Background: an optimization exercise with open tools, aiming at small area, a short achievable clock period and few clock cycles per item. Do not read the settings as production practice. No run shown here included a check of the RTL's function; only the layout flow was run. Power is estimated from default activity; no workload was simulated.

## flow/design.v (module list and top-level ports; edited modules follow where they fit)
// module sana_fa: 10 lines
// module sana_ha: 9 lines
// module sana_envbank: 1090 lines
module sana_envbank (
    input  wire        clk,
    input  wire        rst,
    input  wire        in_valid,
    output wire        in_ready,
    input  wire [2:0]  in_op,
    input  wire [1:0]  in_unit,
    input  wire [79:0] in_data,
    output reg         out_valid,
    output reg  [8:0]  out_state,
    output wire [47:0] out_value,
    output reg         out_err
);
  // ...
==> flow/flow/run.sh <==
#!/bin/bash
# Layout: the standard flow (its synthesis unchanged), with timing repair
# aiming at a shorter cycle than the 19 ns clock: the clock, the delays at the
# ports and every other constraint stay as they are. make's output goes to
# make_flow.log; ORFS keeps each step's log under orfs/logs.
set -euo pipefail
cd "$(dirname "$0")/.."
export SETUP_SLACK_MARGIN=13.5
bash standard.sh > make_flow.log 2>&1
==> flow/standard.sh <==
#!/bin/bash
# synth_recipe.tcl (not shown) runs the flow's synth.tcl, then flattens the netlist and writes it again
# the make line also repeats each setting of config.mk as NAME=value (left out here)
make -C /OpenROAD-flow-scripts/flow DESIGN_CONFIG=/design/flow/config.mk WORK_HOME=/design/flow/orfs CLKGATE_MAP_FILE= SYNTH_SCRIPT=/design/flow/synth_recipe.tcl "${@:-finish}"
==> flow/config.mk <==
export PLATFORM = sky130hd
export DESIGN_NAME = sana_envbank
export DESIGN_NICKNAME = sana_envbank
export VERILOG_FILES = /design/flow/design.v
export SDC_FILE = /design/flow/constraint.sdc
export NUM_CORES = 4
export LEC_CHECK = 0
export CAP_MARGIN = 20
export CORE_MARGIN = 2
export CORE_UTILIZATION = 40
export SLEW_MARGIN = 20
export SYNTH_HIERARCHICAL = 1
export SYNTH_MINIMUM_KEEP_SIZE = 0
==> flow/constraint.sdc <==
create_clock -name core_clock -period 19.0 [get_ports {clk}]
set_input_delay 3.8000 -clock core_clock [delete_from_list [all_inputs] [get_ports {clk}]]
set_output_delay 3.8000 -clock core_clock [all_outputs]
set_load 0.01 [all_outputs]
==> out/metrics.cfg, run 1 <==
[pwr]
p_seq_mw=1.48

[critical_path]
path_depth=1
path_buf_inv=1
cp_top_family=buffers and inverters
setup.worst_path.end=out_value[9]
rrSetupSlack_ns=13.67

[layout]
final_common_cell=nand2_1
layout-drive-gt1-share=0.06854
area.sequential_um2=14750

[yosys]
synth_compound_area_frac=0.1497
synthAdderAreaFrac=0.2058
avgSynthCellArea_um2=9.525
synth_top_cell_by_area=dfxtp_1

[clock_tree]
post_cts_resized=32
cts_made_buffers=72
post_cts_buffers=0

[hold_path]
min-delay-start=q_code[5]$_SDFF_PN0_

[placement]
dp_hpwl_um=79110
dp_cells=5010

[drt]
wl_met2_um=50490

[grt]
grt_pass1_vias=28555
use_met1=0.3255

[sta]
max_freq_ghz=0.1830
period_share=0.2877

[run_status]
outcome=timing/DRC/antenna clean

[floorplan]
core_um2=91660

==> inputs of run 2 (changes only) <==
--- a/flow/flow/run.sh
+++ b/flow/flow/run.sh
@@ -5,5 +5,6 @@
 # make_flow.log; ORFS keeps each step's log under orfs/logs.
 set -euo pipefail
 cd "$(dirname "$0")/.."
-export SETUP_SLACK_MARGIN=13.5
+export SETUP_SLACK_MARGIN=14.0
+export BUFFER_PORTS_ARGS="-buffer_cell sky130_fd_sc_hd__buf_4"
 bash standard.sh > make_flow.log 2>&1
==> run 2 against run 1 <==
Compared with the run above: hold slack worse by 0.013 ns; utilization rose by 0.39 points; power grew 2.4%; worst setup slack improved by 0.43 ns; register-to-register slack improved by 0.43 ns; critical path type is now input pin to flip-flop; largest cell class unchanged.
==> out/metrics.cfg, run 2 <==
[run_status]
outcome=timing/DRC/antenna clean  ; unchanged

[clock_tree]
tritoncts=yes  ; unchanged
clkLatencyLatePin_ns=0.67  ; about the same
cts.sinks=638  ; unchanged
clockRootBuffer=clkbuf_16  ; unchanged
clk_pin_slew_ns=0.06  ; about the same
h-tree-depth=3  ; unchanged
cts.path.max_buffers=3  ; unchanged
cts_made_buffers=72  ; unchanged

[pwr]
power_mw=3.109  ; was 3.036 mW
ir_worst_vdd_mv=0.08146  ; was 0.07842 mV
p_per_area_nw_per_um2=73.62  ; was 72.51 nW/um2
leakage_nw=13.79  ; was 13.38 nW

[floorplan]
die_w_um=308.1  ; unchanged
core_um2=91660  ; unchanged
rows=111  ; unchanged
num_io_pins=148  ; unchanged
initial_core_util=0.4036  ; unchanged
die_y_um=308.1  ; unchanged
die-area_um2=94930  ; unchanged

[drt]
vias=29319  ; was 28938
wl_per_cell_um=21.63  ; was 21.37 um
drtAntennaViolNets=0  ; unchanged
drt_iter0_markers=2736  ; was 2742
vias_per_cell=5.664  ; was 5.629
routed_wl_um=111900  ; was 109800 um
drt_pass1_iterations=6  ; was 5
drc=0  ; unchanged

[critical_path]
worst-setup-path-type=input pin to flip-flop  ; was flip-flop to output pin
path_buf_inv=1  ; unchanged
reg2reg_depth=18  ; was 20
critical_path_arrival_ns=5.54  ; was 1.67 ns
crit_slowest_cell=o41ai_1  ; was clkdlybuf4s50_1
reg2reg_from=state[8]$_SDFF_PP1_  ; was state[3]$_SDFF_PP1_
crit_required_ns=19.50  ; was 15.20 ns
crit_fanout=6  ; was 4
end_kind=flip-flop  ; was output pin
startpoint_type=input pin  ; was flip-flop
cpPeakStageDelay_ns=0.43  ; was 0.59 ns
timing.rr.end=in_ready_q$_SDFF_PP1_  ; unchanged
cp_top_family=compound AO/OA/AOI/OAI gates  ; was buffers and inverters
worstPathCellList=buf_4 -> nor4b_1 -> o21ai_0 -> nor3_1 -> o211ai_2 -> o41ai_1 -> a21oi_2  ; was clkdlybuf4s50_1
critPathLaunch=in_op[2]  ; was value[9]$_SDFFE_PP0P_
rrSetupSlack_ns=14.10  ; was 13.67 ns

[placement]
dp_hpwl_um=80210  ; was 79110 um
globalplace.congestion=0.9341  ; was 0.9030
preCtsSetupSlack_ns=13.21  ; was 12.75 ns
io_buffers=147  ; unchanged

[sta]
finalSetupViolations=0  ; unchanged
finalCriticalPeriod_ns=5.034  ; was 5.465 ns
hold_violations=0  ; unchanged
relSlewSlack=0.2841  ; was 0.2199
rsz0062_at_grt=true  ; unchanged
clock_skew_ns=0.04129  ; was 0.03938 ns
max_freq_ghz=0.1987  ; was 0.1830 GHz
fin_tns_setup_ns=0  ; unchanged
drv_slew=0  ; unchanged
period_share=0.2649  ; was 0.2877
hold-worst-slack_ns=0.3068  ; was 0.3202 ns
layout_setup_ws_ns=13.97  ; was 13.53 ns
max_slew.worst_pin.slew_ns=1.072  ; was 1.164 ns

[yosys]
synth.ff_latch_count=638  ; unchanged
yosys-top-cells-count=839 x nand2_1, 446 x dfxtp_1, 319 x fa_1  ; unchanged
async_flop_share=0  ; unchanged
synth.distinct_cells=95  ; unchanged
synth_ff_type=dfxtp_1  ; unchanged
yosysWarnings=7  ; unchanged
synth_area_um2=36990  ; unchanged
synth_area_leaders=dfxtp_1 24%, fa_1 17%, edfxtp_1 16%  ; unchanged
synth_edf_count=192  ; unchanged
avgSynthCellArea_um2=9.525  ; unchanged
syn_inst=3884  ; unchanged
yosysTopAreaCellShare=0.2414  ; unchanged
synth_most_common_cell=nand2_1  ; unchanged
synth_top_cell_by_area=dfxtp_1  ; unchanged
seq_area_frac_synth=0.3972  ; unchanged

[layout]
fillers=8620  ; was 8737
nets=4439  ; was 4405
syn_to_final_growth_pct=14.14  ; was 13.17%
layout-drive-gt1-share=0.1246  ; was 0.06854
multi_input_area_um2=21150  ; was 21080 um2
utilization=0.4606  ; was 0.4567
final_cell_mix=838 x nand2_1, 375 x dfxtp_1, 319 x fa_1  ; was 839 x nand2_1, 407 x dfxtp_1, 319 x fa_1
area.sequential_um2=14910  ; was 14750 um2
final_common_cell=nand2_1  ; unchanged

[run]
drv_cap=0  ; unchanged

[grt]
grt_pass1_vias=28824  ; was 28555
grt_antenna_before_repair=2  ; unchanged
grt_usage=0.2347  ; was 0.2311
grt_max_degree=66  ; was 94
grt-ovfl-total=0  ; unchanged
grt_pass1_wl_um=171800  ; was 169900 um

[hold_path]
min_to=f_state[7]$_DFF_P_  ; was m_code[5]$_DFF_P_
hold_depth=0  ; unchanged
min-delay-start=m_state[7]$_DFF_P_  ; was q_code[5]$_SDFF_PN0_
hp-class=flip-flop to flip-flop  ; unchanged

-- run 2: cell counts after synthesis --
Identical to the previous run, type by type.
-- run 2: repair_timing --
action	4_1_cts	5_1_grt
hold buffers	0	0
pin swaps	0	5
gates cloned	0	1
buffers inserted	17	22
endpoints found under the setup margin	137	93
resized for setup	113	46
hold endpoints to repair	0	0
-- run 2: power breakdown --
group	switching, mW	internal, mW	total (mW)
Clock	0.614	0.852	1.47
Combinational	0.104	0.0614	0.165
Sequential	0.0580	1.42	1.48
Total	0.776	2.33	3.11
-- run 2: stage by stage --
step	std cells	cell area [um2]
final	5176	42220
after global routing	5175	42220
after CTS	5151	41880
after detailed placement	5005	39010
after global placement	5005	39010
after floorplan	3923	37170
-- run 2: Yosys stat by module, one instance, submodules excluded --
| module | flops+latches | cell area, um2 | copies in the design | cells |
|---|---|---|---|---|
| sana_fa | 0 | 20.02 | 314 | 1 |
| sana_envbank | 638 | 30710 | 1 | 3570 |
-- run 2: how the worst max path moves through the flow --
stage | to | slack, ns | depth (start not counted)
2_1_floorplan | inc_a[32]$_DFFE_PP_ | 12.45 | 2
3_3_place_gp | inc_a[1]$_DFFE_PP_ | 13.20 | 5
3_5_place_dp | inc_d[1]$_DFFE_PP_ | 13.21 | 5
4_1_cts | in_ready_q$_SDFF_PP1_ | 13.92 | 18
5_1_grt | in_ready_q$_SDFF_PP1_ | 13.94 | 18
6_report | in_ready_q$_SDFF_PP1_ | 13.97 | 7
-- run 2: area by class of cell --
cell class | count | area share
repair buffers | 238 | 0.04412
well taps | 1186 | 0.03514
flip-flops and latches | 638 | 0.3530
multi-input cells | 2908 | 0.5008
diodes | 1 | 0.00005926
clock inverters | 35 | 0.01271
clock buffers | 94 | 0.04723
inverters | 76 | 0.006934
-- run 2: cells by family (layout without fill, tap and decap cells) --
kind of cell    Yosys count  after routing  share of synthesized area
fa+ha+maj               417            417                     0.2058
xor+xnor                 61             61                    0.01444
simple gates           1398           1399                     0.1626
flops                   638            638                     0.3972
compound gates          880            880                     0.1497
buf+inv                 378            443                    0.03893
mux                     111            111                    0.03128
other cells               1             41                  0.0001014
-- run 2: metal layers --
metal,vias to the layer above,global-route usage,wire length [um]
met3,198,0.03985,8912
met5,-,0,13
met4,2,0.08066,3576
met1,14398,0.3200,47150
li1,13439,-,-
met2,1282,0.3775,52290
==> inputs of run 3 (changes only) <==
--- a/flow/flow/run.sh
+++ b/flow/flow/run.sh
@@ -5,6 +5,6 @@
 # make_flow.log; ORFS keeps each step's log under orfs/logs.
 set -euo pipefail
 cd "$(dirname "$0")/.."
-export SETUP_SLACK_MARGIN=14.0
+export SETUP_SLACK_MARGIN=14.5
 export BUFFER_PORTS_ARGS="-buffer_cell sky130_fd_sc_hd__buf_4"
 bash standard.sh > make_flow.log 2>&1
==> run 3 against run 2 <==
Compared with the run above: critical endpoint is now out_value[25]; cell count grew 2.3%; still clean on timing, DRC and antenna; register-to-register slack is essentially flat; largest power group unchanged; combinational power grew 7%; fmax grew 0.77%; die area is the same; clock skew shrank 0.0054 ns; utilization grew 2.0 points; flip-flop and latch count is the same; sequential power is essentially flat.
==> out/metrics.cfg, run 3 <==
[yosys]
avgSynthCellArea_um2=9.525  ; unchanged
synth_ff_type=dfxtp_1  ; unchanged
yosysTopAreaCellShare=0.2414  ; unchanged
seq_area_frac_synth=0.3972  ; unchanged
syn_inst=3884  ; unchanged
synth_edf_count=192  ; unchanged
synth.distinct_cells=95  ; unchanged
async_flop_share=0  ; unchanged
synth_most_common_cell=nand2_1  ; unchanged
yosys-top-cells-count=839 x nand2_1, 446 x dfxtp_1, 319 x fa_1  ; unchanged
synth.ff_latch_count=638  ; unchanged
yosysWarnings=7  ; unchanged
synth_top_cell_by_area=dfxtp_1  ; unchanged
synth_area_leaders=dfxtp_1 24%, fa_1 17%, edfxtp_1 16%  ; unchanged
synth_area_um2=36990  ; unchanged

[critical_path]
critical_path_arrival_ns=1.20  ; was 5.54 ns
path_buf_inv=1  ; unchanged
worstPathCellList=buf_6  ; was buf_4 -> nor4b_1 -> o21ai_0 -> nor3_1 -> o211ai_2 -> o41ai_1 -> a21oi_2
crit_fanout=2  ; was 6
worst-setup-path-type=flip-flop to output pin  ; was input pin to flip-flop
cpPeakStageDelay_ns=0.40  ; was 0.43 ns
crit_required_ns=15.20  ; was 19.50 ns
crit_slowest_cell=dfxtp_4  ; was o41ai_1
end_kind=output pin  ; was flip-flop
startpoint_type=flip-flop  ; was input pin
cp_top_family=flip-flops  ; was compound AO/OA/AOI/OAI gates
rrSetupSlack_ns=14.09  ; was 14.10 ns

[sta]
drv_slew=0  ; unchanged
fin_tns_setup_ns=0  ; unchanged
rsz0062_at_grt=true  ; unchanged
relSlewSlack=0.2457  ; was 0.2841
layout_setup_ws_ns=14.01  ; was 13.97 ns
hold_violations=0  ; unchanged
max_freq_ghz=0.2002  ; was 0.1987 GHz
clock_skew_ns=0.03587  ; was 0.04129 ns
max_slew.worst_pin.slew_ns=1.129  ; was 1.072 ns
finalSetupViolations=0  ; unchanged
finalCriticalPeriod_ns=4.995  ; was 5.034 ns
period_share=0.2629  ; was 0.2649

[layout]
layout-drive-gt1-share=0.1723  ; was 0.1246
fin_cells=5296  ; was 5176
final_common_cell=nand2_1  ; unchanged
nets=4556  ; was 4439
area.sequential_um2=14960  ; was 14910 um2
fillers=8500  ; was 8620
final_cell_mix=828 x nand2_1, 347 x dfxtp_1, 305 x a21oi_1  ; was 838 x nand2_1, 375 x dfxtp_1, 319 x fa_1
multi_input_area_um2=21560  ; was 21150 um2
syn_to_final_growth_pct=19.06  ; was 14.14%
final_area_um2=44050  ; was 42220 um2

[grt]
grt_usage=0.2435  ; was 0.2347
grt-ovfl-total=0  ; unchanged
grt_antenna_before_repair=4  ; was 2
grt_max_degree=81  ; was 66
grt_pass1_vias=29194  ; was 28824
grt_pass1_wl_um=177000  ; was 171800 um

[run]
drv_cap=0  ; unchanged

[clock_tree]
clkLatencyLatePin_ns=0.67  ; about the same
h-tree-depth=3  ; unchanged
cts_made_buffers=72  ; unchanged
clk_pin_slew_ns=0.06  ; about the same
cts.path.max_buffers=3  ; unchanged
clockRootBuffer=clkbuf_16  ; unchanged
tritoncts=yes  ; unchanged
cts.sinks=638  ; unchanged

[placement]
io_buffers=147  ; unchanged
placed_cell_area_um2=39050  ; was 39010 um2
dp_hpwl_um=80620  ; was 80210 um
dp_cells=5003  ; was 5005
preCtsSetupSlack_ns=13.23  ; was 13.21 ns
globalplace.congestion=0.9067  ; was 0.9341

[drt]
drt_iter0_markers=2926  ; was 2736
drc=0  ; unchanged
drtAntennaViolNets=0  ; unchanged
routed_wl_um=117100  ; was 111900 um
wl_per_cell_um=22.11  ; was 21.63 um
drt_pass1_iterations=6  ; unchanged
vias=29984  ; was 29319
vias_per_cell=5.662  ; was 5.664

[hold_path]
hp-class=flip-flop to flip-flop  ; unchanged

[run_status]
outcome=timing/DRC/antenna clean  ; unchanged

[floorplan]
die_w_um=308.1  ; unchanged
num_io_pins=148  ; unchanged
die-area_um2=94930  ; unchanged
core_um2=91660  ; unchanged
rows=111  ; unchanged
die_y_um=308.1  ; unchanged
initial_core_util=0.4036  ; unchanged

[pwr]
leakage_nw=14.63  ; was 13.79 nW
ir_worst_vdd_mv=0.06952  ; was 0.08146 mV
p_per_area_nw_per_um2=69.70  ; was 73.62 nW/um2

run 3: cell counts after synthesis:
Identical to the previous run, type by type.
run 3: routing by layer:
layer  vias up  GRT usage  routed length [um]  share of wire
met5         -          0                  13        0.00011
met4         2    0.09382                4420          0.038
met3       207    0.03614                8025          0.069
met2      1229     0.3926               54890           0.47
met1     14848     0.3306               49750           0.42
li1      13698          -                   -              -
run 3: worst paths after layout:
check | start | endpoint | cells after the start
max reg2reg | state[7]$_SDFF_PP0_ | in_ready_q$_SDFF_PP1_ | 18
min | m_code[3]$_DFF_P_ | f_code[3]$_DFF_P_ | 0
max | value[25]$_SDFFE_PP0P_ | out_value[25] | 1
min reg2reg | m_code[3]$_DFF_P_ | f_code[3]$_DFF_P_ | 0
run 3: cells by family after synthesis:
| kind of cell | after synthesis | share of synthesized area |
|---|---|---|
| AO/OA/AOI/OAI | 880 | 0.1497 |
| other | 1 | 0.0001014 |
| AND/OR/NAND/NOR | 1398 | 0.1626 |
| multiplexers | 111 | 0.03128 |
| flip-flops | 638 | 0.3972 |
| XOR/XNOR | 61 | 0.01444 |
| adder cells (fa/ha/maj) | 417 | 0.2058 |
| buffers and inverters | 378 | 0.03893 |
run 3: final cells by class:
class / instances / share of cell area
diodes: 2 / 0.0001136
clock buffers: 91 / 0.04392
clock inverters: 40 / 0.01045
inverters: 76 / 0.006647
multi-input cells: 2911 / 0.4895
flip-flops and latches: 638 / 0.3397
well taps: 1186 / 0.03369
repair buffers: 352 / 0.07599
run 3: worst register-to-register path, cell delays in order (launching register included):
cell      delay (ns)
dfxtp_1         0.32
buf_6           0.27
or2_4           0.36
o22ai_1         0.16
a21oi_2         0.28
ha_1            0.24
inv_1           0.06
fa_1            0.42
xnor2_1         0.16
a211oi_1        0.30
o21ai_0         0.13
or3_1           0.35
or4_1           0.48
a2111o_1        0.39
o41ai_1         0.42
a21oi_1         0.16
o211ai_2        0.10
nand2_1         0.09
a21oi_2         0.14
run 3: per-module statistics from Yosys (local to each module, per instance):
module / flops+latches / copies in the design / cells inside / cell area, um2
sana_fa: 0 / 314 / 1 / 20.02
sana_envbank: 638 / 1 / 3570 / 30710
run 3: power breakdown:
part	internal (mW)	total [mW]	switching [mW]
Sequential	1.42	1.48	0.0638
Combinational	0.0724	0.177	0.105
Clock	0.793	1.41	0.615
Total	2.29	3.07	0.784
run 3: timing repair:
| item | CTS | global route |
|---|---|---|
| pin swaps | 15 | 40 |
| buffers inserted | 106 | 39 |
| endpoints found under the setup margin | 322 | 266 |
| cloned | 12 | 3 |
| hold buffers | 0 | 0 |
| gates resized for setup | 267 | 101 |
run 3: through the flow:
| stage | hold WS (ns) | util | power, mW |
|---|---|---|---|
| after floorplan | 0.3096 | - | 1.594 |
| after global placement | 0.3107 | 0.4260 | 1.672 |
| after detailed placement | 0.3121 | 0.4260 | 1.673 |
| after CTS | 0.3005 | 0.4721 | 3.079 |
| after global routing | 0.3198 | 0.4805 | 3.169 |
| final | 0.3049 | 0.4805 | 3.070 |

-- port drivers added, routing unchanged --
How much do the figures lean on ideal ports? The routed layouts below were timed once more, with nothing changed but the port constraints. Step 1: set_driving_cell puts a clkbuf_16 on clk and a buf_2 on each other input, an assumption about the parent block. Step 2 adds t to the input delays and takes it off the output delays; t is the mean of the earliest and latest rising clock arrival at the registers after step 1. Input paths then give back, and output paths get back, about the clock's delay inside the block. a / b / c = ideal / step 1 / step 2; a / b = the first two.
run | shift t [ns] | slack for setup (ns) | worst slew at a driven data input, ns | pins driven straight from the clock port
run 1 | 0.714 | 13.535 / 13.467 / 12.924 | 0.10 | 1
run 2 | 0.708 | 13.966 / 13.964 / 13.302 | 0.07 | 1
run 3 | 0.721 | 14.005 / 13.937 / 13.473 | 0.06 | 1
After both steps setup and hold are still met in every run listed. For run 2, which loses most, drivers alone change the setup slack by -0.002 ns; drivers and shift together by -0.664 ns.
